What follows belongs to an exercise in optimizing a design on an open flow for small area; a production flow would make more cautious choices.
In this exercise RTL edits were held to simulation tests only and were not proved equivalent to the original.
No driver is modelled on the clock port, so clocking that relies on it looks cheaper here than on a real chip.
Power and IR drop assume default switching activity.

--- flow/design.v ---
module hpf (
    input  wire        clk,
    input  wire        rst,           
    input  wire        op_valid,
    output wire        op_ready,
    input  wire [3:0]  op_sel,
    input  wire [7:0]  op_cmd,        
    input  wire [7:0]  op_plen,       
    input  wire [8:0]  op_flen,       
    input  wire [15:0] op_alg,        
    input  wire        pl_valid,
    input  wire [7:0]  pl_data,
    output wire        pl_ready,
    output wire        tx_valid,
    output wire [7:0]  tx_data,
    input  wire        tx_ready,
    input  wire        rx_valid,
    input  wire        rx_timeout,
    input  wire [7:0]  rx_data,
    output wire        rx_ready,
    output reg         done,
    output wire        busy,
    output reg  [2:0]  session,
    output wire [15:0] mode,
    output reg         mode_valid,
    output wire [2:0]  res_kind,
    output reg         fb_valid,
    output wire [8:0]  fb_len,
    output reg         info_valid,
    output wire [7:0]  info_n,
    output reg  [15:0] info_pkt,
    output reg  [15:0] info_id,
    output reg  [7:0]  det_count,
    output wire [3:0]  err_cause,
    output wire [8:0]  err_len,
    output wire        close_strobe,
    output wire        det_valid,
    output wire [7:0]  det_kind,
    output wire [15:0] det_ax,
    output wire [15:0] det_ay,
    output wire [15:0] det_bx,
    output wire [15:0] det_by
);
    localparam [3:0] OP_OPEN = 4'h1, OP_SEND = 4'h2, OP_READ_FRAME = 4'h3,
                     OP_READ_RESP = 4'h4, OP_KNOCK = 4'h5, OP_SET_MODE = 4'h6,
                     OP_POLL = 4'h7, OP_CLOSE = 4'h8;
    localparam [2:0] SS_UNINIT = 3'd0, SS_CONN = 3'd1, SS_MODESET = 3'd2,
                     SS_POLLING = 3'd3, SS_CLOSED = 3'd4;
    localparam [2:0] RK_NONE = 3'd0, RK_DONE = 3'd1, RK_FRAME = 3'd2,
                     RK_ACK = 3'd3, RK_SINGLE = 3'd4, RK_DET = 3'd5;
    localparam [3:0] E_TIMEOUT = 4'd1, E_BAD_PREFIX = 4'd2, E_BAD_CSUM = 4'd3,
                     E_ACK_MISMATCH = 4'd4, E_UNKNOWN_CMD = 4'd5,
                     E_UNEXPECTED_CMD = 4'd8, E_BAD_STATE = 4'd9, E_CONTRACT = 4'd10;
    localparam [2:0] K_FRAME = 3'd0, K_RESP = 3'd1, K_SEND = 3'd2, K_POLL = 3'd3,
                     K_KNOCK = 3'd4, K_SETMODE = 3'd5;
    reg        tx_ph;               
    reg        rx_ph;               
    reg [2:0]  kop;
    reg [8:0]  idx;                 
    reg [7:0]  acc;                 
    reg [63:0] sd;                  
    reg [2:0]  mode_r;
    reg        pfx_ok;
    reg [2:0]  cls;                 
    reg [3:0]  rc;                  
    localparam [3:0] R_NONE = 4'd0, R_DONE = 4'd12, R_FRAME = 4'd13, R_ACK = 4'd14,
                     R_SINGLE = 4'd15, R_DET = 4'd11;
    wire [7:0] s_cmd  = sd[7:0];
    wire [7:0] s_plen = sd[15:8];
    wire [2:0] hp     = cls;          
    wire [8:0] s_flen = sd[8:0];
    wire [2:0] s_alg  = sd[18:16];
    assign busy     = tx_ph | rx_ph;
    wire   rc_kind  = (rc >= 4'd11);
    assign res_kind = rc_kind ? (rc == R_DET ? RK_DET : {1'b0, rc[1:0]} + 3'd1) : RK_NONE;
    assign err_cause = rc_kind ? 4'd0 : rc;
    assign op_ready = ~busy;
    assign mode     = {13'd0, mode_r};
    assign fb_len   = idx;
    assign info_n   = info_pkt[7:0];
    assign err_len  = (rc == E_BAD_PREFIX || rc == E_BAD_CSUM ||
                       rc == E_ACK_MISMATCH || rc == E_UNKNOWN_CMD ||
                       rc == E_UNEXPECTED_CMD) ? idx : 9'd0;
    assign close_strobe = done & (session == SS_CLOSED) & (rc == R_DONE);
    wire accept = op_valid & ~busy;
    wire sel_ok = (op_sel != 4'h0) && (op_sel <= OP_CLOSE);
    wire s_act  = (session == SS_CONN) || (session == SS_MODESET) || (session == SS_POLLING);
    reg  st_ok;
    always @* begin
        case (op_sel)
            OP_OPEN: st_ok = (session == SS_UNINIT);
            OP_POLL: st_ok = (session == SS_MODESET) || (session == SS_POLLING);
            default: st_ok = s_act;
        endcase
    end
    wire args_ok = (op_sel == OP_READ_FRAME) ? (op_flen >= 9'd6 && op_flen <= 9'd261) :
                   (op_sel == OP_SET_MODE)   ? (op_alg <= 16'd6) : 1'b1;
    wire adm_ok  = sel_ok & st_ok & args_ok;
    wire       tx_body = (hp == 3'd5);
    wire       pl_zero = (s_plen == 8'd0);
    wire       tx_last = tx_body & pl_zero;
    wire       tx_host = tx_body & ~pl_zero & (kop == K_SEND);
    reg  [7:0] tx_byte;
    always @* begin
        case (hp)
            3'd0:    tx_byte = 8'h55;
            3'd1:    tx_byte = 8'hAA;
            3'd2:    tx_byte = 8'h11;
            3'd3:    tx_byte = s_plen;
            3'd4:    tx_byte = s_cmd;
            default: tx_byte = pl_zero ? acc : (kop == K_SEND) ? pl_data :
                               {5'd0, s_alg & {3{s_plen[1]}}};
        endcase
    end
    assign tx_valid = tx_ph & (~tx_host | pl_valid);
    assign tx_data  = tx_byte;
    assign pl_ready = tx_ph & tx_host & tx_ready;
    wire   tx_fire  = tx_valid & tx_ready;
    assign rx_ready = rx_ph;
    wire   rx_fire  = rx_valid & rx_ph;
    wire   rx_byte  = rx_fire & ~rx_timeout;
    wire [8:0] idx_inc = idx + 9'd1;
    wire   is_resp  = (kop == K_RESP) || (kop == K_POLL);
    wire   is_ack   = (kop == K_KNOCK) || (kop == K_SETMODE);
    wire   rx_last  = (kop == K_FRAME) ? (idx_inc == s_flen) :
                      is_ack ? (idx[3:0] == 4'd5) : (idx[3:0] == 4'd15);
    wire   sum_ok   = (acc == rx_data);
    wire   frame_ok = pfx_ok & sum_ok;
    wire   c_det    = cls[2] & ~cls[1];
    wire   c_known  = (cls != 3'd0);
    wire   c_info   = (cls == 3'd2);
    wire   c_ok     = cls[1] & cls[0];
    wire   c_ack    = (cls == 3'd7);
    wire [7:0] dc_inc = det_count + 8'd1;
    wire   det_last = (dc_inc == info_n);
    wire   in_f     = (idx >= 9'd5) && (idx <= 9'd8);
    wire   in_d     = (idx >= 9'd5) && (idx <= 9'd12);
    reg [7:0] pfx_byte;
    always @* begin
        case (idx[1:0])
            2'd0:    pfx_byte = 8'h55;
            2'd1:    pfx_byte = 8'hAA;
            default: pfx_byte = 8'h11;
        endcase
    end
    reg [2:0] cls_in;
    always @* begin
        case (rx_data)
            8'h20, 8'h2C, 8'h2D: cls_in = 3'd1;
            8'h29:               cls_in = 3'd2;
            8'h2E:               cls_in = {cls[2], 2'b11};
            8'h2A:               cls_in = 3'd4;
            8'h2B:               cls_in = 3'd5;
            default:             cls_in = 3'd0;
        endcase
    end
    assign det_valid = rx_byte & rx_last & is_resp & info_valid & frame_ok & c_det;
    assign det_kind  = {7'b0010101, cls[0]};
    assign det_ax    = sd[15:0];
    assign det_ay    = sd[31:16];
    assign det_bx    = sd[47:32];
    assign det_by    = sd[63:48];
    always @(posedge clk) begin
        if (rst) begin
            tx_ph      <= 1'b0;
            rx_ph      <= 1'b0;
            done       <= 1'b0;
            session    <= SS_UNINIT;
            mode_valid <= 1'b0;
            rc         <= R_NONE;
            fb_valid   <= 1'b0;
            info_valid <= 1'b0;
            det_count  <= 8'd0;
        end else begin
            done <= 1'b0;
            if (accept) begin
                rc        <= R_NONE;
                cls       <= 3'd0;
                acc       <= 8'd0;
                pfx_ok    <= 1'b1;
                if (op_sel != OP_OPEN && op_sel != OP_SEND && op_sel != OP_CLOSE)
                    idx <= 9'd0;
                if (!adm_ok) begin
                    rc       <= (!sel_ok || st_ok) ? E_CONTRACT : E_BAD_STATE;
                    fb_valid  <= 1'b0;
                    det_count <= 8'd0;
                    done      <= 1'b1;
                end else begin
                    case (op_sel)
                        OP_OPEN: begin
                            session  <= SS_CONN;
                            rc      <= R_DONE;
                            done     <= 1'b1;
                        end
                        OP_CLOSE: begin
                            session  <= SS_CLOSED;
                            rc      <= R_DONE;
                            done     <= 1'b1;
                        end
                        OP_SEND: begin
                            kop        <= K_SEND;
                            sd[15:0]   <= {op_plen, op_cmd};
                            tx_ph      <= 1'b1;
                        end
                        OP_READ_FRAME: begin
                            kop        <= K_FRAME;
                            sd[8:0]    <= op_flen;
                            fb_valid   <= 1'b0;
                            rx_ph      <= 1'b1;
                        end
                        OP_READ_RESP: begin
                            kop        <= K_RESP;
                            fb_valid   <= 1'b0;
                            det_count  <= 8'd0;
                            info_valid <= 1'b0;
                            rx_ph      <= 1'b1;
                        end
                        OP_KNOCK: begin
                            kop        <= K_KNOCK;
                            sd[15:0]   <= {8'd0, 8'h2C};
                            fb_valid   <= 1'b0;
                            tx_ph      <= 1'b1;
                        end
                        OP_SET_MODE: begin
                            kop        <= K_SETMODE;
                            sd[18:0]   <= {op_alg[2:0], 8'd2, 8'h2D};
                            fb_valid   <= 1'b0;
                            tx_ph      <= 1'b1;
                        end
                        default: begin   
                            kop        <= K_POLL;
                            sd[15:0]   <= {8'd0, 8'h20};
                            fb_valid   <= 1'b0;
                            det_count  <= 8'd0;
                            info_valid <= 1'b0;
                            session    <= SS_POLLING;
                            tx_ph      <= 1'b1;
                        end
                    endcase
                end
            end
            if (tx_fire) begin
                acc <= acc + tx_byte;
                if (!tx_body)
                    cls <= cls + 3'd1;
                else if (!pl_zero)
                    sd[15:8] <= s_plen - 8'd1;
                else begin
                    acc   <= 8'd0;
                    tx_ph <= 1'b0;
                    if (kop == K_SEND) begin
                        rc      <= R_DONE;
                        done     <= 1'b1;
                    end else begin
                        rx_ph <= 1'b1;
                    end
                end
            end
            if (rx_fire) begin
                if (rx_timeout) begin
                    rc       <= E_TIMEOUT;
                    fb_valid  <= 1'b0;
                    det_count <= 8'd0;
                    rx_ph     <= 1'b0;
                    done      <= 1'b1;
                end else begin
                    idx <= idx_inc;
                    acc <= acc + rx_data;
                    if (idx[8:2] == 7'd0 && idx[1:0] != 2'd3 && rx_data != pfx_byte)
                        pfx_ok <= 1'b0;
                    if (idx == 9'd3)
                        cls <= {(rx_data == 8'h00), 2'b00};
                    if (idx == 9'd4)
                        cls <= cls_in;
                    if (is_resp && !info_valid && in_f)
                        {info_id, info_pkt} <= {rx_data, info_id, info_pkt[15:8]};
                    if (is_resp && info_valid && in_d)
                        sd <= {rx_data, sd[63:8]};
                    if (rx_last) begin
                        acc      <= 8'd0;
                        pfx_ok   <= 1'b1;
                        rx_ph    <= 1'b0;
                        done     <= 1'b1;
                        fb_valid <= 1'b1;
                        if (!frame_ok) begin
                            rc       <= pfx_ok ? E_BAD_CSUM : E_BAD_PREFIX;
                            fb_valid  <= 1'b0;
                            det_count <= 8'd0;
                        end else if (kop == K_FRAME) begin
                            rc      <= R_FRAME;
                        end else if (is_ack) begin
                            if (!c_ack) begin
                                rc       <= E_ACK_MISMATCH;
                                fb_valid  <= 1'b0;
                                det_count <= 8'd0;
                            end else begin
                                if (kop == K_SETMODE) begin
                                    mode_r     <= s_alg;
                                    mode_valid <= 1'b1;
                                    session    <= SS_MODESET;
                                end
                                rc      <= R_DONE;
                            end
                        end else if (!info_valid) begin
                            if (c_ok) begin
                                rc      <= R_ACK;
                            end else if (c_info) begin
                                info_valid <= 1'b1;
                                if (info_n == 8'd0) begin
                                    rc      <= R_DET;
                                end else begin
                                    idx   <= 9'd0;
                                    rx_ph <= 1'b1;
                                    done  <= 1'b0;
                                end
                            end else if (c_known) begin
                                rc      <= R_SINGLE;
                            end else begin
                                rc       <= E_UNKNOWN_CMD;
                                fb_valid  <= 1'b0;
                                det_count <= 8'd0;
                            end
                        end else begin
                            if (!c_det) begin
                                rc       <= c_known ? E_UNEXPECTED_CMD : E_UNKNOWN_CMD;
                                fb_valid  <= 1'b0;
                                det_count <= 8'd0;
                            end else begin
                                det_count <= dc_inc;
                                if (det_last) begin
                                    rc      <= R_DET;
                                end else begin
                                    idx   <= 9'd0;
                                    rx_ph <= 1'b1;
                                    done  <= 1'b0;
                                end
                            end
                        end
                    end
                end
            end
        end
    end
endmodule
--- flow/flow/run.sh ---
#!/bin/bash
# The standard layout with: an area-oriented ABC mapping in synthesis (flow/synth_override.tcl,
# registers unchanged), buf_1 port buffers, and a clock tree of clkbuf_8 that is then
# downsized where the flip-flop clock slew allows (flow/post_cts.tcl).
set -euo pipefail
here=$(pwd)
{ head -1 synth_recipe.tcl; cat flow/synth_override.tcl; tail -n +2 synth_recipe.tcl; } > my_synth.tcl
sed "s#synth_recipe.tcl#my_synth.tcl#" standard.sh > my_standard.sh
export BUFFER_PORTS_ARGS="-buffer_cell sky130_fd_sc_hd__buf_1"
export CTS_ARGS="-sink_clustering_enable -repair_clock_nets -buf_list sky130_fd_sc_hd__clkbuf_8 -root_buf sky130_fd_sc_hd__clkbuf_8 -dont_use_dummy_load"
export POST_CTS_TCL="$here/flow/post_cts.tcl"
bash my_standard.sh > standard.log 2>&1
--- flow/flow/post_cts.tcl ---
proc hpf_worst_clk_slew {} {
  estimate_parasitics -placement
  set w 0
  foreach p [get_pins -of_objects [all_registers] -filter "name == CLK"] {
    set s [get_property $p slew_max]
    if {$s > $w} { set w $s }
  }
  return $w
}
set hpf_limit 0.115
puts "post_cts: worst clock pin slew before [hpf_worst_clk_slew]"
foreach inst [get_cells *] {
  set m [get_property $inst ref_name]
  if {$m ne "sky130_fd_sc_hd__clkbuf_8"} { continue }
  foreach cand {sky130_fd_sc_hd__clkbuf_2 sky130_fd_sc_hd__clkbuf_4} {
    replace_cell $inst $cand
    set w [hpf_worst_clk_slew]
    if {$w <= $hpf_limit} {
      puts "post_cts: [get_name $inst] -> $cand (worst slew $w)"
      break
    }
    replace_cell $inst sky130_fd_sc_hd__clkbuf_8
  }
}
puts "post_cts: worst clock pin slew after [hpf_worst_clk_slew]"
detailed_placement
check_placement -verbose
estimate_parasitics -placement
--- flow/flow/synth_override.tcl ---
# Technology mapping for area: ABC restructures the logic (&deepsyn, 90 s), then maps it
# with area recovery, five rounds, at the real clock period (ps), and adders are left to ABC (no Kogge-Stone carry map, no full-adder
# extraction). Registers, flattening and renaming are exactly the standard synthesis's.
set ::my_abc_script {+strash;&get,-n;&deepsyn,-T,90;&st;&dc2;&dch,-f;&nf,-R,1000;&st;&dc2;&dch,-f;&nf,-R,1000;&st;&dc2;&dch,-f;&nf,-R,1000;&st;&dc2;&dch,-f;&nf,-R,1000;&st;&dc2;&dch,-f;&nf,-R,1000;&put}
proc abc {args} {
  set a {}
  set skip 0
  foreach x $args {
    if {$skip} { set skip 0; continue }
    if {$x eq "-script" || $x eq "-D"} { set skip 1; continue }
    lappend a $x
  }
  yosys abc -script $::my_abc_script -D 8000 {*}$a
}
proc synth {args} {
  set a {}
  set skip 0
  foreach x $args {
    if {$skip} { set skip 0; continue }
    if {$x eq "-extra-map"} { set skip 1; continue }
    lappend a $x
  }
  yosys synth -nofsm -noshare {*}$a
}
proc extract_fa {args} {}
--- flow/standard.sh ---
#!/bin/bash
# synth_recipe.tcl (not shown) runs the flow's synth.tcl, then flattens the netlist and writes it again
# the make line also repeats each setting of config.mk as NAME=value (left out here)
make -C /OpenROAD-flow-scripts/flow DESIGN_CONFIG=/design/flow/config.mk WORK_HOME=/design/flow/orfs CLKGATE_MAP_FILE= SYNTH_SCRIPT=/design/flow/synth_recipe.tcl "${@:-finish}"
--- flow/config.mk ---
export PLATFORM = sky130hd
export DESIGN_NAME = hpf
export DESIGN_NICKNAME = hpf
export VERILOG_FILES = /design/flow/design.v
export SDC_FILE = /design/flow/constraint.sdc
export NUM_CORES = 4
export LEC_CHECK = 0
export CAP_MARGIN = 0
export CORE_MARGIN = 2
export CORE_UTILIZATION = 40
export SLEW_MARGIN = 0
--- flow/constraint.sdc ---
create_clock -name core_clock -period 8.0 [get_ports {clk}]
set_input_delay 1.6000 -clock core_clock [delete_from_list [all_inputs] [get_ports {clk}]]
set_output_delay 1.6000 -clock core_clock [all_outputs]
set_load 0.01 [all_outputs]
==> summary.md, run 1 <==
| Metric | Value |
|---|---|
| Status | no timing/DRC/antenna violations |
| Worst Path Buf+Inv | 1 |
| CP max stage cell | edfxtp_1 |
| Vias in the first global route | 6119 |
| Drt pass-1 iters | 5 |
| Mean post-synth cell area | between 10 and 15 um2 |
| Core area | between 0.015 and 0.02 mm2 |
| CP dominant cell by count | o311ai_0 |
| Place WS | about 2.7 ns |
| Clock slew at reported path FFs | ~0.11 ns |
| GRT Residual Overflow | 0 |
| VDD IR max | around 0.085 mV |
| Final Hold Fails | 0 |
| Gate power share | 13.3% |
| Worst min-delay path class | reg -> reg |
| Setup WS post-layout | roughly 2.6 ns |
| Setup violators final | 0 |
| CTS tree | built |
| Final period utilization | 67.9% |
| Initial core utilization | approximately two fifths |
| Worst-skew pair later-pin latency | 0.78 ns |
| Largest net degree at the start of global routing | 46 |
| Syn Std Cell Area | roughly 0.0075 mm2 |
| Final setup skew | 0.0619 ns |
| Critical path endpoint category | output port |
| Port buffer count | 230 |
| Sw frac | between 20% and 30% |
| Area Overhead vs Synth | 16.7% |
| Flip-flop and latch area | between 0.004 and 0.005 mm2 |
| Placement Rows | 50 |
| Yosys reg bits | 144 |
| Crit path max fanout | 11 |
| Critical path required time | 6.40 ns |
| Drt first-iter violations | between 500 and 600 |
| Drt drc | 0 |
| First-pass GRT wire length | about 35000 um |
| GRT met3 Usage | roughly 5.7% |
| Nets | around 1100 |
| Fillers | 1833 |
| Leakage | ~2.9 nW |
| Top_reg_cell synth | edfxtp_1 |
| Seq/Total Area, Yosys | 54.7% |
| Most area-consuming cells after synthesis | edfxtp_1, nand2_1, dfxtp_1, nor2_1, o21ai_0 |
| Switch Pwr | 390 uW |
| Max-slew violations | 0 |
| Critical Path AT | 3.83 ns |
| Multi-input gate area | about 0.0032 mm2 |
| Int Power | 1.04 mW |
| Post-synth EDFFs | between 100 and 150 |
| Top cell family by delay on the critical path | compound AO/OA/AOI/OAI gates |
| Power per Cell Area | roughly 160 mW/mm2 |
| Die Height | 141 um |
| Max Fclk | around 180 MHz |
| HPWL Detailed | roughly 18000 um |
| Die ar. | between 0.015 and 0.02 mm2 |
| Cell taking the most area after synthesis | edfxtp_1 |
| Worst Max-Slew Pin Slew | approximately 0.75 ns |
| RSZ-0062 raised after global routing | false |
| RD Place Congestion | between 0.9 and 1 |
| Antenna violations before repair | 1 |
| Setup crit start kind | flip-flop |
| Die width | 141 um |
| Cell variety after synth | 50 |
| Crit path kind | reg -> out |
| Met2 Use GR | between 30 and 40% |
| Fin area | roughly 0.0088 mm2 |
| Clk pwr share | 26.5% |
| Mean number of vias per cell | between 5 and 6 |
| Synth Instances | roughly 750 |
| Setup TNS | 0 ns |
| Max-cap violations | 0 |
| Sequential Power Share | between 60 and 70% |
| CP max stage delay | around 0.55 ns |
| Crit path cell chain | or2_0 -> nand2_1 -> xnor2_1 -> a2111oi_0 -> o311ai_0 -> a221oi_1 -> o311ai_0 -> o211ai_1 -> nand4_1 -> nor3_1 -> buf_1 |
| Sink Count | roughly 140 |
| Yosys warns | 1 |
| Remaining antenna violation count after routing | 0 |
| Gr usage total | a little under a quarter |
| Slew headroom | 49.3% |
| Per-cell routed wire length | between 15 and 20 um |
| Synth top area share | about half |
| Share of layout cells above drive strength 1 | between 2 and 3% |
| Post-synth ARST share | 0% |
| GRT Max-Usage Layer | met2 |
| Final min period | around 5.4 ns |
| Via count | roughly 6700 |
| Final wirelength | approximately 23000 um |
| I/O pins | around 250 |
| Met1 GRT Util | 30.3% |
| Post-DP Area | between 0.008 and 0.009 mm2 |
[placed cells by master (no fill, tap or decap), types with 8 or more instances in the layout]
cell type | netlist | layout
clkbuf_8 | 0 | 9
o21ai_0 | 48 | 48
nor4_1 | 16 | 15
nor2_1 | 80 | 80
a21oi_1 | 45 | 45
nand2_1 | 118 | 118
buf_4 | 29 | 8
nand2b_1 | 15 | 15
buf_1 | 0 | 230
nor3_1 | 29 | 29
clkinv_1 | 15 | 15
dfxtp_1 | 21 | 21
nand3_1 | 18 | 18
a22oi_1 | 14 | 14
xor2_1 | 16 | 16
xnor2_1 | 25 | 25
nor2b_1 | 8 | 8
and3_1 | 12 | 12
conb_1 | 2 | 20
and2_0 | 18 | 18
edfxtp_1 | 123 | 123
[stage by stage]
step                      total power [mW]  std cells  util [%]  hold WS [ns]
after floorplan                      0.992        770         -         0.473
after global placement                1.06       1213      46.2         0.426
after detailed placement              1.06       1213      46.2         0.429
after global routing                  1.49       1231      47.2         0.455
final                                 1.43       1231      47.2         0.426
[power by group through the flow]
stage | combinational [mW] | sequential, mW | clock, mW
6_report | 0.190 | 0.858 | 0.379
5_1_grt | 0.214 | 0.861 | 0.420
3_5_place_dp | 0.189 | 0.875 | 0
3_3_place_gp | 0.187 | 0.874 | 0
2_1_floorplan | 0.125 | 0.867 | 0
[final timing paths]
check / startpoint / to / slack [ns] / cells after the start
worst max-delay path: idx[0] / det_valid / 2.57 / 11
worst min-delay path: sd[49] / sd[41] / 0.43 / 0
worst max register to register: sd[9] / acc[6] / 3.31 / 19
worst min register to register: sd[49] / sd[41] / 0.43 / 0
[kinds of logic (layout without fill, tap and decap cells)]
family	Yosys count	in the layout	share of synthesized area (%)
XOR/XNOR	41	41	4.77
AO/OA/AOI/OAI	185	185	16.0
other	2	21	0.0999
buffers and inverters	44	270	3.64
AND/OR/NAND/NOR	336	336	20.7
flip-flops	144	144	54.7
[Yosys cell counts, types with 3 or more instances]
cell type and number:
xnor2_1 25, and3_1 12, a31oi_1 6, a221oi_1 6, nand2_1 118, o221a_1 3
nand4_1 5, a31o_1 4, or3_1 3, nand2b_1 15, o31ai_1 7, nor3_1 29
a211oi_1 6, nor2_1 80, a21o_1 4, o21ai_0 48, edfxtp_1 123, o21bai_1 3
o311ai_0 6, o22ai_1 4, or2_0 7, a21oi_1 45, buf_4 29, a222oi_1 4
nor2b_1 8, nand3_1 18, o21a_1 6, o211ai_1 4, nor4_1 16, and2_0 18
clkinv_1 15, dfxtp_1 21, a22oi_1 14, xor2_1 16
[metal layers]
| metal | vias to the layer above | share of wire, % |
|---|---|---|
| met4 | 0 | 2.6 |
| met2 | 267 | 47 |
| met3 | 33 | 7.5 |
| met1 | 3166 | 42 |
| met5 | - | 0 |
| li1 | 3242 | - |
[sequential cells by signal, indices dropped and copies added, names as in the netlist]
signal	count
acc	8
cls	3
det_count	8
done	1
fb_valid	1
idx	9
info_id	16
info_pkt	16
info_valid	1
kop	3
mode_r	3
mode_valid	1
pfx_ok	1
rc	4
rx_ph	1
sd	64
session	3
tx_ph	1
[final cells by class]
cell class	count	share of cell area, %
repair buffers	238	10.5
inverters	15	0.642
diodes	1	0.0285
multi-input cells	582	36.5
clock buffers	17	2.04
flip-flops and latches	144	46.9
well taps	234	3.34
==> run 2: changes to the inputs <==
--- a/flow/design.v
+++ b/flow/design.v
@@ -51,8 +51,8 @@
     localparam [3:0] E_TIMEOUT = 4'd1, E_BAD_PREFIX = 4'd2, E_BAD_CSUM = 4'd3,
                      E_ACK_MISMATCH = 4'd4, E_UNKNOWN_CMD = 4'd5,
                      E_UNEXPECTED_CMD = 4'd8, E_BAD_STATE = 4'd9, E_CONTRACT = 4'd10;
-    localparam [2:0] K_FRAME = 3'd0, K_RESP = 3'd1, K_SEND = 3'd2, K_POLL = 3'd3,
-                     K_KNOCK = 3'd4, K_SETMODE = 3'd5;
+    localparam [2:0] K_FRAME = 3'd4, K_RESP = 3'd1, K_SEND = 3'd0, K_POLL = 3'd3,
+                     K_KNOCK = 3'd6, K_SETMODE = 3'd7;
     reg        tx_ph;               
     reg        rx_ph;               
     reg [2:0]  kop;
@@ -65,8 +65,10 @@
     reg [3:0]  rc;                  
     localparam [3:0] R_NONE = 4'd0, R_DONE = 4'd12, R_FRAME = 4'd13, R_ACK = 4'd14,
                      R_SINGLE = 4'd15, R_DET = 4'd11;
-    wire [7:0] s_cmd  = sd[7:0];
-    wire [7:0] s_plen = sd[15:8];
+    wire [7:0] s_plen = sd[7:0];      
+    wire [8:0] s_rem  = sd[8:0];      
+    wire [7:0] s_cmd  = sd[15:8];
+    wire [8:0] rem_dec = s_rem - 9'd1;
     wire [2:0] hp     = cls;          
     wire [8:0] s_flen = sd[8:0];
     wire [2:0] s_alg  = sd[18:16];
@@ -109,7 +111,7 @@
             3'd3:    tx_byte = s_plen;
             3'd4:    tx_byte = s_cmd;
             default: tx_byte = pl_zero ? acc : (kop == K_SEND) ? pl_data :
-                               {5'd0, s_alg & {3{s_plen[1]}}};
+                               {5'd0, s_alg & {3{sd[1]}}};
         endcase
     end
     assign tx_valid = tx_ph & (~tx_host | pl_valid);
@@ -122,7 +124,7 @@
     wire [8:0] idx_inc = idx + 9'd1;
     wire   is_resp  = (kop == K_RESP) || (kop == K_POLL);
     wire   is_ack   = (kop == K_KNOCK) || (kop == K_SETMODE);
-    wire   rx_last  = (kop == K_FRAME) ? (idx_inc == s_flen) :
+    wire   rx_last  = (kop == K_FRAME) ? (s_rem == 9'd1) :
                       is_ack ? (idx[3:0] == 4'd5) : (idx[3:0] == 4'd15);
     wire   sum_ok   = (acc == rx_data);
     wire   frame_ok = pfx_ok & sum_ok;
@@ -131,8 +133,7 @@
     wire   c_info   = (cls == 3'd2);
     wire   c_ok     = cls[1] & cls[0];
     wire   c_ack    = (cls == 3'd7);
-    wire [7:0] dc_inc = det_count + 8'd1;
-    wire   det_last = (dc_inc == info_n);
+    wire   det_last = (det_count == 8'd1);
     wire   in_f     = (idx >= 9'd5) && (idx <= 9'd8);
     wire   in_d     = (idx >= 9'd5) && (idx <= 9'd12);
     reg [7:0] pfx_byte;
@@ -199,7 +200,7 @@
                         end
                         OP_SEND: begin
                             kop        <= K_SEND;
-                            sd[15:0]   <= {op_plen, op_cmd};
+                            sd[15:0]   <= {op_cmd, op_plen};
                             tx_ph      <= 1'b1;
                         end
                         OP_READ_FRAME: begin
@@ -217,19 +218,19 @@
                         end
                         OP_KNOCK: begin
                             kop        <= K_KNOCK;
-                            sd[15:0]   <= {8'd0, 8'h2C};
+                            sd[15:0]   <= {8'h2C, 8'd0};
                             fb_valid   <= 1'b0;
                             tx_ph      <= 1'b1;
                         end
                         OP_SET_MODE: begin
                             kop        <= K_SETMODE;
-                            sd[18:0]   <= {op_alg[2:0], 8'd2, 8'h2D};
+                            sd[18:0]   <= {op_alg[2:0], 8'h2D, 8'd2};
                             fb_valid   <= 1'b0;
                             tx_ph      <= 1'b1;
                         end
                         default: begin   
                             kop        <= K_POLL;
-                            sd[15:0]   <= {8'd0, 8'h20};
+                            sd[15:0]   <= {8'h20, 8'd0};
                             fb_valid   <= 1'b0;
                             det_count  <= 8'd0;
                             info_valid <= 1'b0;
@@ -244,7 +245,7 @@
                 if (!tx_body)
                     cls <= cls + 3'd1;
                 else if (!pl_zero)
-                    sd[15:8] <= s_plen - 8'd1;
+                    sd[8:0] <= rem_dec;
                 else begin
                     acc   <= 8'd0;
                     tx_ph <= 1'b0;
@@ -266,6 +267,8 @@
                 end else begin
                     idx <= idx_inc;
                     acc <= acc + rx_data;
+                    if (kop == K_FRAME)
+                        sd[8:0] <= rem_dec;
                     if (idx[8:2] == 7'd0 && idx[1:0] != 2'd3 && rx_data != pfx_byte)
                         pfx_ok <= 1'b0;
                     if (idx == 9'd3)
@@ -306,6 +309,7 @@
                                 rc      <= R_ACK;
                             end else if (c_info) begin
                                 info_valid <= 1'b1;
+                                det_count  <= info_n;
                                 if (info_n == 8'd0) begin
                                     rc      <= R_DET;
                                 end else begin
@@ -326,8 +330,9 @@
                                 fb_valid  <= 1'b0;
                                 det_count <= 8'd0;
                             end else begin
-                                det_count <= dc_inc;
+                                det_count <= det_count - 8'd1;
                                 if (det_last) begin
+                                    det_count <= info_n;
                                     rc      <= R_DET;
                                 end else begin
                                     idx   <= 9'd0;
==> run 2 against run 1 <==
Power fell by 1.4%. Clock skew fell by 0.017 ns. Worst setup slack got worse by 0.018 ns. Critical path depth fell by 1. Still clean on timing, DRC and antenna. Sequential share of layout area rose by 1.1 points. Sequential power barely moved. Sequential cell count did not move. Final cell count fell by 3.2%. Clock power fell by 3%. Die area fell by 2.3%. Synthesized area fell by 2.4%. Combinational power fell by 7%.
==> summary.md, run 2 <==
| Metric | Value |
|---|---|
| RSZ-0062 raised after global routing | false |
| CTS tree | built |
| Worst r2r src | cls[0] |
| Die ar. | 0.0195 mm2 (-2.3%) |
| Critical Path AT | 3.85 ns (+0.02 ns) |
| Setup TNS | 0 ns (unchanged) |
| Slew headroom | 32.8% (-17 points) |
| Clock slew at reported path FFs | 0.09 ns (-0.02 ns) |
| R2R depth | 17 (-2) |
| Post-synth EDFFs | 123 (unchanged) |
| Fin util | 47.7% (+0.47 points) |
| Status | no timing/DRC/antenna violations |
| CP dominant cell by count | nand2_1 |
| Syn Std Cell Area | 0.00734 mm2 (-2.4%) |
| Post-synth ARST share | 0% (unchanged) |
| Setup violators final | 0 (unchanged) |
| I/O pins | 251 (unchanged) |
| Placed insts | 1173 (-3.3%) |
| Crit path max fanout | 7 (-4) |
| Leakage | 2.81 nW (-2.7%) |
| Final wirelength | 23900 um (+3.6%) |
| Per-cell routed wire length | 20.1 um (+7.1%) |
| VDD IR max | 0.108 mV (+28%) |
| Top_reg_cell synth | edfxtp_1 |
| Largest net degree at the start of global routing | 46 (unchanged) |
| Cell variety after synth | 53 (+6.0%) |
| Fillers | 1791 (-2.3%) |
| Design Power | 1.41 mW (-1.4%) |
| Sw frac | 27.2% (-0.18 points) |
| Worst reg2reg endpoint | acc[7] |
| Gate power share | 12.6% (-0.7 points) |
| Gr usage total | 24.3% (+1.4 points) |
| Post-Layout Cell Count | 1191 (-3.2%) |
| Mean post-synth cell area | 10.2 um2 (+2.1%) |
| Final min period | 5.45 ns (+0.0177 ns) |
| Worst Path Buf+Inv | 1 (unchanged) |
| Most area-consuming cells after synthesis | edfxtp_1, dfxtp_1, nand2_1, nor2_1, o21ai_0 |
| Mean number of vias per cell | 5.61 (+3.0%) |
| Crit path cell chain | nor3b_1 -> a21oi_1 -> nand2_1 -> a21oi_1 -> a41o_1 -> nand2_1 -> nor3_1 -> nand2_1 -> nor3_1 -> buf_1 |
| Final Hold Fails | 0 (unchanged) |
| Die width | 139 um (-1.2%) |
| Nets | 1031 (-3.3%) |
| Hold path start | sd[43] |
| Core area | 0.0180 mm2 (-3.3%) |
| GRT Residual Overflow | 0 (unchanged) |
| Top cell family by delay on the critical path | simple AND/OR/NAND/NOR gates |
| Max Fclk | 184 MHz (-0.32%) |
| Yosys warns | 1 (unchanged) |
| First-pass GRT wire length | 35900 um (+3.5%) |
| Yosys reg bits | 144 (unchanged) |
| Die Height | 139 um (-1.2%) |
| Placement Rows | 49 (-2.0%) |
| Top reg by flops | sd |
| Final setup skew | 0.0447 ns (-0.0173 ns) |
| Worst-skew pair later-pin latency | 0.75 ns (-0.03 ns) |
| Worst R2R Setup Slack | 3.50 ns (+0.19 ns) |
| Max-cap violations | 0 (unchanged) |
| Count leader, synth | edfxtp_1 |
| Final period utilization | 68.1% (+0.22 points) |
| Switch Pwr | 383 uW (-2.0%) |
| Via count | 6682 (-0.39%) |
| Most common cell after layout, fill and taps aside | buf_1 |
| Hold Path Sink | sd[35] |
| Initial core utilization | 40.9% (+0.40 points) |
| Vias in the first global route | 6036 (-1.4%) |
| Cell taking the most area after synthesis | edfxtp_1 |
| Port buffer count | 230 (unchanged) |
| Drt pass-1 iters | 5 (unchanged) |
| Synth Instances | 719 (-4.4%) |
| Int Power | 1.02 mW (-1.1%) |
| Seq/Total Area, Yosys | 56.0% (+1.3 points) |
| Clk pwr share | 26.2% (-0.3 points) |
| Max-slew violations | 0 (unchanged) |
| Critical path endpoint category | output port |
| Drt first-iter violations | 621 (+8.6%) |
| Antenna violations before repair | 2 (+1) |
| Area Overhead vs Synth | 16.7% (about the same) |
| Crit path kind | reg -> out |
| Synth top area share | 50.3% (+1.2 points) |
| Sequential Power Share | 61.2% (+1.1 points) |
| CP max stage delay | 0.66 ns (+0.11 ns) |
| Drt drc | 0 (unchanged) |
| Max FFs per register | 64 (unchanged) |
| Hold_ws | 0.441 ns (+0.0151 ns) |
| Remaining antenna violation count after routing | 0 (unchanged) |
| Setup crit start kind | flip-flop |
| Worst Max-Slew Pin Slew | 1.00 ns (+0.248 ns) |
| Most frequent cells in the layout | buf_1, edfxtp_1, nand2_1, nor2_1, o21ai_0 |
| CP max stage cell | nor3_1 |
| Worst min-delay path class | reg -> reg |
| HPWL Detailed | 18200 um (+3.6%) |
| Sink Count | 144 (unchanged) |
| Critical path required time | 6.40 ns (about the same) |
| Power per Cell Area | 164 mW/mm2 (+1.0%) |
| Hold depth | 0 (unchanged) |
| RD Place Congestion | 0.938 (-0.71%) |
| Commonest cells in the netlist | edfxtp_1, nand2_1, nor2_1, o21ai_0, a21oi_1 |
| Share of layout cells above drive strength 1 | 2.50% (-0.11 points) |
-- run 2: worst max path at each step --
stage | start | to | slack, ns | depth (start not counted)
3_3_place_gp | rx_data[1] | det_valid | 2.82 | 8
3_5_place_dp | rx_data[1] | det_valid | 2.76 | 8
6_report | kop[2] | det_valid | 2.55 | 10
5_1_grt | kop[2] | det_valid | 2.26 | 10
2_1_floorplan | rx_valid | sd[19] | 2.82 | 6
-- run 2: cell type report --
cell class / count / area, um2 / area share (%)
tap: 229 / 287 / 3.34
antenna: 1 / 2.50 / 0.0292
multi-input combinational: 553 / 3050 / 35.5
inverter: 11 / 41.3 / 0.482
timing repair buffer: 236 / 908 / 10.6
clock buffer: 17 / 169 / 1.97
sequential: 144 / 4110 / 48.0
-- run 2: logic make-up after synthesis --
group,share of synthesized area (%)
xor gates and xnor gates,3.46
buffers and inverters,3.53
AOI/OAI and AO/OA,16.0
other,0.102
adders and majority gates,0.273
DFF,56.0
and+or+nand+nor,20.6
-- run 2: worst register-to-register path: stages, from the launching register on --
cell and delay [ns]:
edfxtp_1 0.72, or2_0 0.52, nand3_1 0.28, a21oi_1 0.28, a211oi_1 0.16, o21a_1 0.18
o21ai_0 0.28, o21ai_0 0.20, a21oi_1 0.25, nand2_1 0.10, nand3_1 0.10, nand2_1 0.08
a21oi_1 0.13, nor2_1 0.08, maj3_1 0.37, or3_1 0.35, a31oi_1 0.17, a221o_1 0.13
-- run 2: per-stage QoR --
stage	setup slack (ns)	area [um2]
5_1_grt	2.26	8570
2_1_floorplan	2.82	7410
6_report	2.55	8570
3_5_place_dp	2.76	8400
3_3_place_gp	2.82	8400
-- run 2: routing by layer --
metal | global-route usage (%) | part of all wire (%) | vias to the layer above
met5 | 0 | 0.063 | -
met4 | 10.0 | 3.4 | 2
met3 | 6.88 | 9.5 | 34
met2 | 35.9 | 44 | 324
met1 | 33.7 | 43 | 3160
li1 | - | - | 3162
-- run 2: power by group through the flow --
stage	Sequential, mW	Combinational [mW]	Clock, mW
2_1_floorplan	0.869	0.116	0
3_3_place_gp	0.878	0.174	0
3_5_place_dp	0.877	0.175	0
5_1_grt	0.865	0.198	0.409
6_report	0.861	0.177	0.368
==> run 3: changes to the inputs <==
--- a/flow/flow/run.sh
+++ b/flow/flow/run.sh
@@ -1,7 +1,7 @@
 #!/bin/bash
 # The standard layout with: an area-oriented ABC mapping in synthesis (flow/synth_override.tcl,
 # registers unchanged), buf_1 port buffers, and a clock tree of clkbuf_8 that is then
-# downsized where the flip-flop clock slew allows (flow/post_cts.tcl).
+# downsized, leaves first, where the flip-flop clock slew allows (flow/post_cts.tcl).
 set -euo pipefail
 here=$(pwd)
 { head -1 synth_recipe.tcl; cat flow/synth_override.tcl; tail -n +2 synth_recipe.tcl; } > my_synth.tcl
--- a/flow/flow/post_cts.tcl
+++ b/flow/flow/post_cts.tcl
@@ -7,11 +7,23 @@
   }
   return $w
 }
-set hpf_limit 0.115
+proc hpf_is_leaf {inst} {
+  foreach p [get_pins -of_objects $inst -filter "direction == output"] {
+    foreach l [get_pins -of_objects [get_nets -of_objects $p] -filter "direction == input"] {
+      if {[get_property $l name] eq "CLK"} { return 1 }
+    }
+  }
+  return 0
+}
+set hpf_limit 0.120
 puts "post_cts: worst clock pin slew before [hpf_worst_clk_slew]"
+set hpf_leaves {}
+set hpf_upper {}
 foreach inst [get_cells *] {
-  set m [get_property $inst ref_name]
-  if {$m ne "sky130_fd_sc_hd__clkbuf_8"} { continue }
+  if {[get_property $inst ref_name] ne "sky130_fd_sc_hd__clkbuf_8"} { continue }
+  if {[hpf_is_leaf $inst]} { lappend hpf_leaves $inst } else { lappend hpf_upper $inst }
+}
+foreach inst [concat $hpf_leaves $hpf_upper] {
   foreach cand {sky130_fd_sc_hd__clkbuf_2 sky130_fd_sc_hd__clkbuf_4} {
     replace_cell $inst $cand
     set w [hpf_worst_clk_slew]
==> run 3 against run 2 <==
Final cell count unchanged. Clock power down 5.4%. Synthesized cell count unchanged. Via count is 0.87% higher. Largest cell class unchanged.
==> summary.md, run 3 <==
| Metric | Value |
|---|---|
| Nets | 1031 (unchanged) |
| Synth Area in Adders | 0.273% (unchanged) |
| Crit path max fanout | 9 (+2) |
| Initial core utilization | 40.9% (unchanged) |
| Mean post-synth cell area | 10.2 um2 (unchanged) |
| Drt first-iter violations | 601 (-3.2%) |
| Sink Count | 144 (unchanged) |
| Final wirelength | 23900 um (about the same) |
| Post-synthesis mux area share | 0% (unchanged) |
| Per-cell routed wire length | 20.1 um (about the same) |
| Int Power | 1.01 mW (-1.8%) |
| Port buffer count | 230 (unchanged) |
| Synth top area share | 50.3% (unchanged) |
| Synth Area in Compound Gates | 16.0% (unchanged) |
| CP max stage cell | nor3_1 |
| Status | no timing/DRC/antenna violations |
| Cell variety after synth | 53 (unchanged) |
| Place WS | 2.76 ns (unchanged) |
| Worst-skew pair later-pin latency | 0.55 ns (-0.20 ns) |
| Area Overhead vs Synth | 16.4% |
| Sequential Power Share | 62.1% (+0.9 points) |
| Post-synth EDFFs | 123 (unchanged) |
| Drt drc | 0 (unchanged) |
| Post-synthesis simple-gate area fraction | 20.6% (unchanged) |
| Vias in the first global route | 6034 (-0.033%) |
| Worst Path Buf+Inv | 2 (+1) |
| Setup violators final | 0 (unchanged) |
| Die Height | 139 um (unchanged) |
| Setup TNS | 0 ns (unchanged) |
| Final Hold Fails | 0 (unchanged) |
| Max-cap violations | 0 (unchanged) |
| Final setup skew | 0.0352 ns (-0.00944 ns) |
| Critical path endpoint category | output port |
| Largest net degree at the start of global routing | 46 (unchanged) |
| First-pass GRT wire length | 35900 um (about the same) |
| Most frequent cells in the layout | buf_1, edfxtp_1, nand2_1, nor2_1, o21ai_0 |
| RD Place Congestion | 0.938 (unchanged) |
| Max-slew violations | 0 (unchanged) |
| Clk pwr share | 25.1% (-1.1 points) |
| Max FFs per register | 64 (unchanged) |
| Cell taking the most area after synthesis | edfxtp_1 |
| Setup WS post-layout | 2.65 ns (+0.0930 ns) |
| Largest family of logic cells by synthesized area | simple AND/OR/NAND/NOR gates |
| Crit path kind | in -> out |
| Worst r2r src | cls[0] |
| Syn Std Cell Area | 0.00734 mm2 (unchanged) |
| Via count | 6740 (+0.87%) |
| CP max stage delay | 0.57 ns (-0.09 ns) |
| Remaining antenna violation count after routing | 0 (unchanged) |
| Antenna violations before repair | 2 (unchanged) |
| Yosys warns | 1 (unchanged) |
| Post-synth ARST share | 0% (unchanged) |
| Hold path start | sd[36] |
| Die ar. | 0.0195 mm2 (unchanged) |
| GRT Residual Overflow | 0 (unchanged) |
| Share of layout cells above drive strength 1 | 2.50% (unchanged) |
| Yosys reg bits | 144 (unchanged) |
| Sw frac | 27.4% (+0.24 points) |
| Top cell family by delay on the critical path | simple AND/OR/NAND/NOR gates |
| HPWL Detailed | 18200 um (unchanged) |
| Max Fclk | 187 MHz (+1.7%) |
| Synth Instances | 719 (unchanged) |
| Placement Rows | 49 (unchanged) |
| Leakage | 2.80 nW (-0.35%) |
| Switch Pwr | 380 uW (-0.57%) |
| Top_reg_cell synth | edfxtp_1 |
| Seq/Total Area, Yosys | 56.0% (unchanged) |
| Placed insts | 1173 (unchanged) |
| Setup crit start kind | input pin |
| VDD IR max | 0.100 mV (-7.7%) |
| Final min period | 5.35 ns (-0.0930 ns) |
| Power per Cell Area | 162 mW/mm2 (-1.2%) |
| Hold_ws | 0.428 ns (-0.0133 ns) |
| Most common cell after layout, fill and taps aside | buf_1 |
| Worst Max-Slew Pin Slew | 0.999 ns (-0.00224 ns) |
| Most area-consuming cells after synthesis | edfxtp_1, dfxtp_1, nand2_1, nor2_1, o21ai_0 |
| Synth Area in XOR/XNOR | 3.46% (unchanged) |
| Mean number of vias per cell | 5.66 (+0.87%) |
| I/O pins | 251 (unchanged) |
| Commonest cells in the netlist | edfxtp_1, nand2_1, nor2_1, o21ai_0, a21oi_1 |
| Clock slew at reported path FFs | 0.12 ns (+0.03 ns) |
| Drt pass-1 iters | 7 (+2) |
| Die width | 139 um (unchanged) |
| Final period utilization | 66.9% (-1.2 points) |
| Critical path required time | 6.40 ns (about the same) |
| Worst min-delay path class | reg -> reg |
| Gr usage total | 24.3% (about the same) |
| Critical Path AT | 3.75 ns (-0.10 ns) |
| Top reg by flops | sd |
| Post-Layout Cell Count | 1191 (unchanged) |
| Count leader, synth | edfxtp_1 |
| CTS tree | built |
| RSZ-0062 raised after global routing | false |
| Crit path cell chain | buf_1 -> xor2_1 -> nor2_1 -> nand3_1 -> nor3_1 -> nand2_1 -> nor3_1 -> buf_1 |
| Slew headroom | 33.0% (+0.15 points) |
| Gate power share | 12.8% (+0.2 points) |
| Core area | 0.0180 mm2 (unchanged) |
| Crit path launch | rx_data[1] |
run 3: cell counts after synthesis:
Identical to the previous run, type by type.
run 3: cells by family after synthesis:
family | after synthesis
AO/OA/AOI/OAI | 184
XOR/XNOR | 29
adder cells (fa/ha/maj) | 2
buffers and inverters | 40
flip-flops | 144
other | 2
AND/OR/NAND/NOR | 318
run 3: stage by stage:
stage          cell area (um2)  utilization [%]  power, mW
2_1_floorplan             7410                -      0.985
3_3_place_gp              8400             46.7       1.05
3_5_place_dp              8400             46.7       1.05
5_1_grt                   8540             47.6       1.45
6_report                  8540             47.6       1.39
run 3: area by class of cell:
cell class	count	area (um2)
Timing Repair Buffer	236	908
Tap cell	229	287
Inverter	11	41.3
Clock buffer	17	146
Sequential cell	144	4110
Antenna cell	1	2.50
Multi-Input combinational cell	553	3050
Fill cell	1795	9420
run 3: power by group through the flow:
stage	sequential [mW]	combinational, mW	clock (mW)
floorplan	0.869	0.116	0
finish	0.861	0.177	0.348
detailed placement	0.877	0.175	0
global placement	0.878	0.174	0
global route	0.865	0.198	0.386
run 3: worst reg2reg max path: cells and delay by family, from the launching register on:
kind,cells,cell delay [ns]
AOI/OAI and AO/OA,9,1.79
and+or+nand+nor,7,1.51
DFF,1,0.73
adders and majority gates,1,0.37
run 3: worst paths after layout:
check / to / slack [ns] / cells past startpoint
worst min-delay path: sd[28] / 0.43 / 0
worst min register to register: sd[28] / 0.43 / 0
worst max register to register: acc[7] / 3.49 / 17
worst max-delay path: det_valid / 2.65 / 8
run 3: layer usage:
metal,vias up,global-route usage [%],wire [um]
li1,3165,-,-
met1,3164,33.7,10200
met2,374,35.9,10500
met3,35,6.88,2440
met4,2,10.0,837
met5,-,0,15
==> run 4: changes to the inputs <==
--- a/flow/flow/synth_override.tcl
+++ b/flow/flow/synth_override.tcl
@@ -1,7 +1,8 @@
-# Technology mapping for area: ABC restructures the logic (&deepsyn, 90 s), then maps it
+# Technology mapping for area: ABC restructures the logic (&deepsyn until 300 steps bring no
+# gain, at most 20 min), then maps it
 # with area recovery, five rounds, at the real clock period (ps), and adders are left to ABC (no Kogge-Stone carry map, no full-adder
 # extraction). Registers, flattening and renaming are exactly the standard synthesis's.
-set ::my_abc_script {+strash;&get,-n;&deepsyn,-T,90;&st;&dc2;&dch,-f;&nf,-R,1000;&st;&dc2;&dch,-f;&nf,-R,1000;&st;&dc2;&dch,-f;&nf,-R,1000;&st;&dc2;&dch,-f;&nf,-R,1000;&st;&dc2;&dch,-f;&nf,-R,1000;&put}
+set ::my_abc_script {+strash;&get,-n;&deepsyn,-J,300,-T,1200;&st;&dc2;&dch,-f;&nf,-R,1000;&st;&dc2;&dch,-f;&nf,-R,1000;&st;&dc2;&dch,-f;&nf,-R,1000;&st;&dc2;&dch,-f;&nf,-R,1000;&st;&dc2;&dch,-f;&nf,-R,1000;&put}
 proc abc {args} {
   set a {}
   set skip 0
==> run 4 against run 3 <==
First-iteration DRC count is the same. Non-clock buffer count is the same. Sequential cell count stayed put. Routed wire length unchanged. Synthesized cell count stayed put. Power unchanged. Highest routed layer unchanged. Critical path depth is the same.
==> summary.md, run 4 <==
| Metric | Value |
|---|---|
| Antenna violations before repair | 2 (unchanged) |
| Crit path launch | rx_data[1] |
| Post-synth ARST share | 0% (unchanged) |
| Clk pwr share | 25.1% (about the same) |
| Max-slew violations | 0 (unchanged) |
| Most frequent cells in the layout | buf_1, edfxtp_1, nand2_1, nor2_1, o21ai_0 |
| Post-synth EDFFs | 123 (unchanged) |
| Power per Cell Area | 162 mW/mm2 (unchanged) |
| Sw frac | 27.4% (unchanged) |
| Hold path start | sd[36] |
| Most common cell after layout, fill and taps aside | buf_1 |
| Die ar. | 0.0195 mm2 (unchanged) |
| Mean post-synth cell area | 10.2 um2 (unchanged) |
| Max-cap violations | 0 (unchanged) |
| Critical path endpoint category | output port |
| Worst R2R Setup Slack | 3.49 ns (about the same) |
| CP max stage delay | 0.57 ns (about the same) |
| HPWL Detailed | 18200 um (unchanged) |
| First-pass GRT wire length | 35900 um (unchanged) |
| R2R depth | 17 (unchanged) |
| Vias in the first global route | 6034 (unchanged) |
| Area Overhead vs Synth | 16.4% (unchanged) |
| Drt first-iter violations | 601 (unchanged) |
| Post-synthesis simple-gate area fraction | 20.6% (unchanged) |
| Max FFs per register | 64 (unchanged) |
| Final Hold Fails | 0 (unchanged) |
| Worst Max-Slew Pin Slew | 0.999 ns (unchanged) |
| Status | no timing/DRC/antenna violations |
| Worst r2r src | cls[0] |
| Critical Path Stages | 8 (unchanged) |
| Worst min-delay path class | reg -> reg |
| Critical path required time | 6.40 ns (about the same) |
| Syn Std Cell Area | 0.00734 mm2 (unchanged) |
| Crit path kind | in -> out |
| Seq/Total Area, Yosys | 56.0% (unchanged) |
| RD Place Congestion | 0.938 (unchanged) |
| Yosys reg bits | 144 (unchanged) |
| Final setup skew | 0.0352 ns (unchanged) |
| Gate power share | 12.8% (about the same) |
| Post-Layout Cell Count | 1191 (unchanged) |
| Largest net degree at the start of global routing | 46 (unchanged) |
| Worst reg2reg endpoint | acc[7] |
| Flip-flop and latch area | 0.00411 mm2 (unchanged) |
| Critical Path AT | 3.75 ns (about the same) |
| Synth top area share | 50.3% (unchanged) |
| Core area | 0.0180 mm2 (unchanged) |
| Synth Instances | 719 (unchanged) |
| Leakage | 2.80 nW (unchanged) |
| Crit path max fanout | 9 (unchanged) |
| Cell taking the most area after synthesis | edfxtp_1 |
| Max Fclk | 187 MHz (unchanged) |
| CP max stage cell | nor3_1 |
| Count leader, synth | edfxtp_1 |
| Sequential Power Share | 62.1% (about the same) |
| Synth Area in Adders | 0.273% (unchanged) |
| Placement Rows | 49 (unchanged) |
| I/O pins | 251 (unchanged) |
| Clock slew at reported path FFs | 0.12 ns (about the same) |
| Die Height | 139 um (unchanged) |
| Crit path cell chain | buf_1 -> xor2_1 -> nor2_1 -> nand3_1 -> nor3_1 -> nand2_1 -> nor3_1 -> buf_1 |
| Port buffer count | 230 (unchanged) |
| Via count | 6740 (unchanged) |
| Slew headroom | 33.0% (unchanged) |
| Top_reg_cell synth | edfxtp_1 |
| Hold_ws | 0.428 ns (unchanged) |
| Multi-input gate area | 0.00305 mm2 (unchanged) |
| Commonest cells in the netlist | edfxtp_1, nand2_1, nor2_1, o21ai_0, a21oi_1 |
| GRT Residual Overflow | 0 (unchanged) |
| Top reg by flops | sd |
| Setup WS post-layout | 2.65 ns (unchanged) |
| Int Power | 1.01 mW (unchanged) |
| Sink Count | 144 (unchanged) |
| Drt pass-1 iters | 7 (unchanged) |
| Worst-skew pair later-pin latency | 0.55 ns (about the same) |
| Fillers | 1795 (unchanged) |
| CTS tree | built |
| Initial core utilization | 40.9% (unchanged) |
| Worst setup path end | det_valid |
| Switch Pwr | 380 uW (unchanged) |
| Setup TNS | 0 ns (unchanged) |
| Gr usage total | 24.3% (unchanged) |
| RSZ-0062 raised after global routing | false |
| Per-cell routed wire length | 20.1 um (unchanged) |
| Largest family of logic cells by synthesized area | simple AND/OR/NAND/NOR gates |
| Setup crit start kind | input pin |
| Most area-consuming cells after synthesis | edfxtp_1, dfxtp_1, nand2_1, nor2_1, o21ai_0 |
| Share of layout cells above drive strength 1 | 2.50% (unchanged) |
| Top cell family by delay on the critical path | simple AND/OR/NAND/NOR gates |
| Placed insts | 1173 (unchanged) |
| Final min period | 5.35 ns (unchanged) |
| Hold depth | 0 (unchanged) |
| Worst Path Buf+Inv | 2 (unchanged) |
| Post-synthesis mux area share | 0% (unchanged) |
| Setup violators final | 0 (unchanged) |
| Place WS | 2.76 ns (unchanged) |
| VDD IR max | 0.100 mV (unchanged) |
| Final period utilization | 66.9% (unchanged) |
| Die width | 139 um (unchanged) |
| Mean number of vias per cell | 5.66 (unchanged) |
| Synth Area in Compound Gates | 16.0% (unchanged) |
| Yosys warns | 1 (unchanged) |
| Synth Area in XOR/XNOR | 3.46% (unchanged) |
| Remaining antenna violation count after routing | 0 (unchanged) |
| Nets | 1031 (unchanged) |
| Cell variety after synth | 53 (unchanged) |
| Drt drc | 0 (unchanged) |
| Final wirelength | 23900 um (unchanged) |
run 4: worst min path at each step:
stage / slack (ns) / end
2_1_floorplan: 0.49 / tx_ph
3_3_place_gp: 0.43 / sd[19]
3_5_place_dp: 0.43 / info_pkt[15]
5_1_grt: 0.45 / info_pkt[15]
6_report: 0.43 / sd[28]
run 4: power groups by stage:
stage	sequential (mW)	combinational [mW]	clock, mW
after floorplan	0.869	0.116	0
final	0.861	0.177	0.348
after global placement	0.878	0.174	0
after detailed placement	0.877	0.175	0
after global routing	0.865	0.198	0.386
run 4: kinds of logic after synthesis:
logic type	Yosys count
flops	144
xor+xnor	29
fa+ha+maj	2
simple gates	318
compound gates	184
buf+inv	40
other cells	2
run 4: through the flow:
stage | util [%] | instance area [um2] | power (mW)
after global placement | 46.7 | 8400 | 1.05
after detailed placement | 46.7 | 8400 | 1.05
final | 47.6 | 8540 | 1.39
after floorplan | - | 7410 | 0.985
after global routing | 47.6 | 8540 | 1.45
run 4: area by class of cell:
cell class	count	area share [%]
Tap cell	229	3.35
Clock buffer	17	1.71
Timing Repair Buffer	236	10.6
Sequential cell	144	48.1
Inverter	11	0.483
Multi-Input combinational cell	553	35.6
Antenna cell	1	0.0293
run 4: metal layers:
layer | wire length [um] | track usage, % | part of all wire [%]
met1 | 10200 | 33.7 | 43
met2 | 10500 | 35.9 | 44
met4 | 837 | 10.0 | 3.5
met5 | 15 | 0 | 0.063
met3 | 2440 | 6.88 | 10
==> run 5: changes to the inputs <==
--- a/flow/design.v
+++ b/flow/design.v
@@ -134,8 +134,8 @@
     wire   c_ok     = cls[1] & cls[0];
     wire   c_ack    = (cls == 3'd7);
     wire   det_last = (det_count == 8'd1);
-    wire   in_f     = (idx >= 9'd5) && (idx <= 9'd8);
-    wire   in_d     = (idx >= 9'd5) && (idx <= 9'd12);
+    wire   in_f     = (idx[3:0] >= 4'd5) && (idx[3:0] <= 4'd8);
+    wire   in_d     = (idx[3:0] >= 4'd5) && (idx[3:0] <= 4'd12);
     reg [7:0] pfx_byte;
     always @* begin
         case (idx[1:0])
@@ -271,9 +271,9 @@
                         sd[8:0] <= rem_dec;
                     if (idx[8:2] == 7'd0 && idx[1:0] != 2'd3 && rx_data != pfx_byte)
                         pfx_ok <= 1'b0;
-                    if (idx == 9'd3)
+                    if (idx[3:0] == 4'd3)    
                         cls <= {(rx_data == 8'h00), 2'b00};
-                    if (idx == 9'd4)
+                    if (idx[3:0] == 4'd4)
                         cls <= cls_in;
                     if (is_resp && !info_valid && in_f)
                         {info_id, info_pkt} <= {rx_data, info_id, info_pkt[15:8]};
==> run 5 against run 4 <==
Synthesized area decreased by 0.51%. Design area down 0.37%. Worst setup slack improved by 0.10 ns. Sequential cell count is the same. Die area is 0.49% lower. Clock skew grew 0.030 ns.
==> summary.md, run 5 <==
| Metric | Value |
|---|---|
| Most area-consuming cells after synthesis | edfxtp_1, dfxtp_1, nor2_1, nand2_1, o21ai_0 |
| Core area | 0.0180 mm2 (unchanged) |
| Crit path max fanout | 10 (+1) |
| Power per Cell Area | 163 mW/mm2 (+0.77%) |
| Cell taking the most area after synthesis | edfxtp_1 |
| Top_reg_cell synth | edfxtp_1 |
| Nets | 1035 (+0.39%) |
| Area Overhead vs Synth | 16.5% |
| Critical Path AT | 3.65 ns (-0.10 ns) |
| Syn Std Cell Area | 0.00731 mm2 (-0.51%) |
| First-pass GRT wire length | 34000 um (-5.3%) |
| Post-synth EDFFs | 123 (unchanged) |
| Worst min-delay path class | reg -> reg |
| Commonest cells in the netlist | edfxtp_1, nor2_1, nand2_1, o21ai_0, a21oi_1 |
| Max-cap violations | 0 (unchanged) |
| Cell variety after synth | 54 (+1.9%) |
| Final Hold Fails | 0 (unchanged) |
| Max-slew violations | 0 (unchanged) |
| Most frequent cells in the layout | buf_1, edfxtp_1, nor2_1, nand2_1, o21ai_0 |
| Most common cell after layout, fill and taps aside | buf_1 |
| Port buffer count | 230 (unchanged) |
| Setup crit start kind | input pin |
| RSZ-0062 raised after global routing | false |
| Mean number of vias per cell | 5.43 (-4.1%) |
| Die ar. | 0.0194 mm2 (-0.49%) |
| Sink Count | 144 (unchanged) |
| Die width | 139 um (-0.25%) |
| Synth top area share | 50.6% (+0.26 points) |
| Yosys warns | 1 (unchanged) |
| Drt pass-1 iters | 5 (-2) |
| Max FFs per register | 64 (unchanged) |
| RD Place Congestion | 0.885 (-5.7%) |
| HPWL Detailed | 16900 um (-6.8%) |
| Leakage | 2.80 nW (about the same) |
| Slew headroom | 33.7% (+0.73 points) |
| Die Height | 139 um (-0.25%) |
| Post-synth ARST share | 0% (unchanged) |
| Clock slew at reported path FFs | 0.10 ns (-0.02 ns) |
| Initial core utilization | 40.7% (-0.21 points) |
| Remaining antenna violation count after routing | 0 (unchanged) |
| CTS tree | built |
| Placement Rows | 49 (unchanged) |
| Share of layout cells above drive strength 1 | 2.49% (-0.010 points) |
| Antenna violations before repair | 2 (unchanged) |
| Crit path kind | in -> out |
| Mean post-synth cell area | 10.1 um2 (-1.2%) |
| Drt first-iter violations | 459 (-24%) |
| Worst-skew pair later-pin latency | 0.55 ns (about the same) |
| Final wirelength | 22300 um (-6.9%) |
| Seq/Total Area, Yosys | 56.3% (+0.29 points) |
| Critical path required time | 6.40 ns (about the same) |
| GRT Residual Overflow | 0 (unchanged) |
| Vias in the first global route | 5870 (-2.7%) |
| Drt drc | 0 (unchanged) |
| Final min period | 5.25 ns (-0.104 ns) |
| Fin util | 47.4% (-0.17 points) |
| Critical path endpoint category | output port |
| Setup TNS | 0 ns (unchanged) |
| Yosys reg bits | 144 (unchanged) |
| Largest net degree at the start of global routing | 46 (unchanged) |
| Top reg by flops | sd |
| I/O pins | 251 (unchanged) |
| Synth Instances | 724 (+0.70%) |
| Setup violators final | 0 (unchanged) |
| Final period utilization | 65.6% (-1.3 points) |
| Status | no timing/DRC/antenna violations |
| Worst Max-Slew Pin Slew | 0.992 ns (-0.00720 ns) |
| Gr usage total | 22.9% (-1.4 points) |
| Max Fclk | 190 MHz (+2.0%) |
| Per-cell routed wire length | 18.6 um (-7.3%) |
| Final setup skew | 0.0650 ns (+0.0297 ns) |
| VDD IR max | 0.0704 mV (-30%) |
| Via count | 6498 (-3.6%) |
| Count leader, synth | edfxtp_1 |
==> run 5: area by class of cell <==
type / count / area, um2
diodes: 3 / 7.51
repair buffers: 235 / 901
well taps: 229 / 287
multi-input cells: 556 / 3010
clock buffers: 17 / 144
flip-flops and latches: 144 / 4110
inverters: 13 / 48.8
fillers: 1809 / 9450
==> run 5: per-layer routing <==
metal	share of wire (%)	wire length (um)	track usage, %
met3	6.3	1410	4.94
met4	2.0	435	7.92
met2	48	10600	36.3
met1	44	9850	31.3
met5	0	0	0
==> run 5: path summary, 6_finish.rpt <==
kind | from | end | slack, ns | depth (start not counted)
worst max register to register | sd[1] | acc[7] | 3.05 | 20
worst max-delay path | rx_data[1] | det_valid | 2.75 | 9
worst min register to register | sd[28] | sd[20] | 0.41 | 0
worst min-delay path | sd[28] | sd[20] | 0.41 | 0
==> run 5: report_power, final <==
group	switching, mW	internal, mW
combinational	0.117	0.0704
sequential	0.0333	0.830
clock	0.230	0.110
total	0.380	1.01
==> run 5: cells by family after synthesis <==
logic type | after synthesis | synth area share, %
AND/OR/NAND/NOR | 323 | 20.7
XOR/XNOR | 27 | 3.24
AO/OA/AOI/OAI | 179 | 15.0
multiplexers | 2 | 0.274
other | 2 | 0.103
flip-flops | 144 | 56.3
buffers and inverters | 42 | 3.65
adder cells (fa/ha/maj) | 5 | 0.685
==> run 5: stage by stage <==
stage          setup slack (ns)  power (mW)  std cells  cell area (um2)  hold slack [ns]
6_report                   2.75        1.39       1197             8510            0.411
2_1_floorplan              2.91       0.996        742             7370            0.480
3_3_place_gp               2.90        1.06       1177             8360            0.427
3_5_place_dp               2.81        1.07       1177             8360            0.430
5_1_grt                    2.48        1.46       1196             8510            0.422
==> run 5: worst max-delay path: stages <==
cell      delay, ns
buf_1          0.34
nand2_1        0.15
nand2b_1       0.15
nand4_1        0.10
nor4_1         0.50
and2_0         0.25
nand3_1        0.13
nor3_1         0.21
buf_1          0.21

static timing again, ports no longer ideal:
No port has a modelled driver above. Below, the same layouts with a new extraction and two added sets of constraints.
Step 1 (the two cells are an assumption about what drives the block):
set clk [get_ports {clk}]
set_driving_cell -lib_cell sky130_fd_sc_hd__clkbuf_16 $clk
set_driving_cell -lib_cell sky130_fd_sc_hd__buf_2 [delete_from_list [all_inputs] $clk]
Step 2, shift: input delay + t, output delay - t, t = (earliest + latest rising clock arrival at the registers) / 2. This alone moves slack from input paths to output paths.
a / b / c = ideal ports / drivers / drivers and shift; a / b = the first two.
| run | t (ns) | setup slack, ns | hold WS [ns] | pins driven straight from the clock port |
|---|---|---|---|---|
| run 1 | 0.784 | 2.570 / 2.532 / 2.635 | 0.426 / 0.426 / 0.426 | 1 |
| run 2 | 0.762 | 2.553 / 2.514 / 2.607 | 0.441 / 0.441 / 0.441 | 1 |
| run 3 | 0.578 | 2.646 / 2.622 / 2.622 | 0.428 / 0.428 / 0.428 | 1 |
| run 4 | 0.578 | 2.646 / 2.622 / 2.622 | 0.428 / 0.428 / 0.428 | 1 |
| run 5 | 0.551 | 2.750 / 2.727 / 2.727 | 0.411 / 0.411 / 0.411 | 1 |
After both steps every run listed still meets setup and hold.
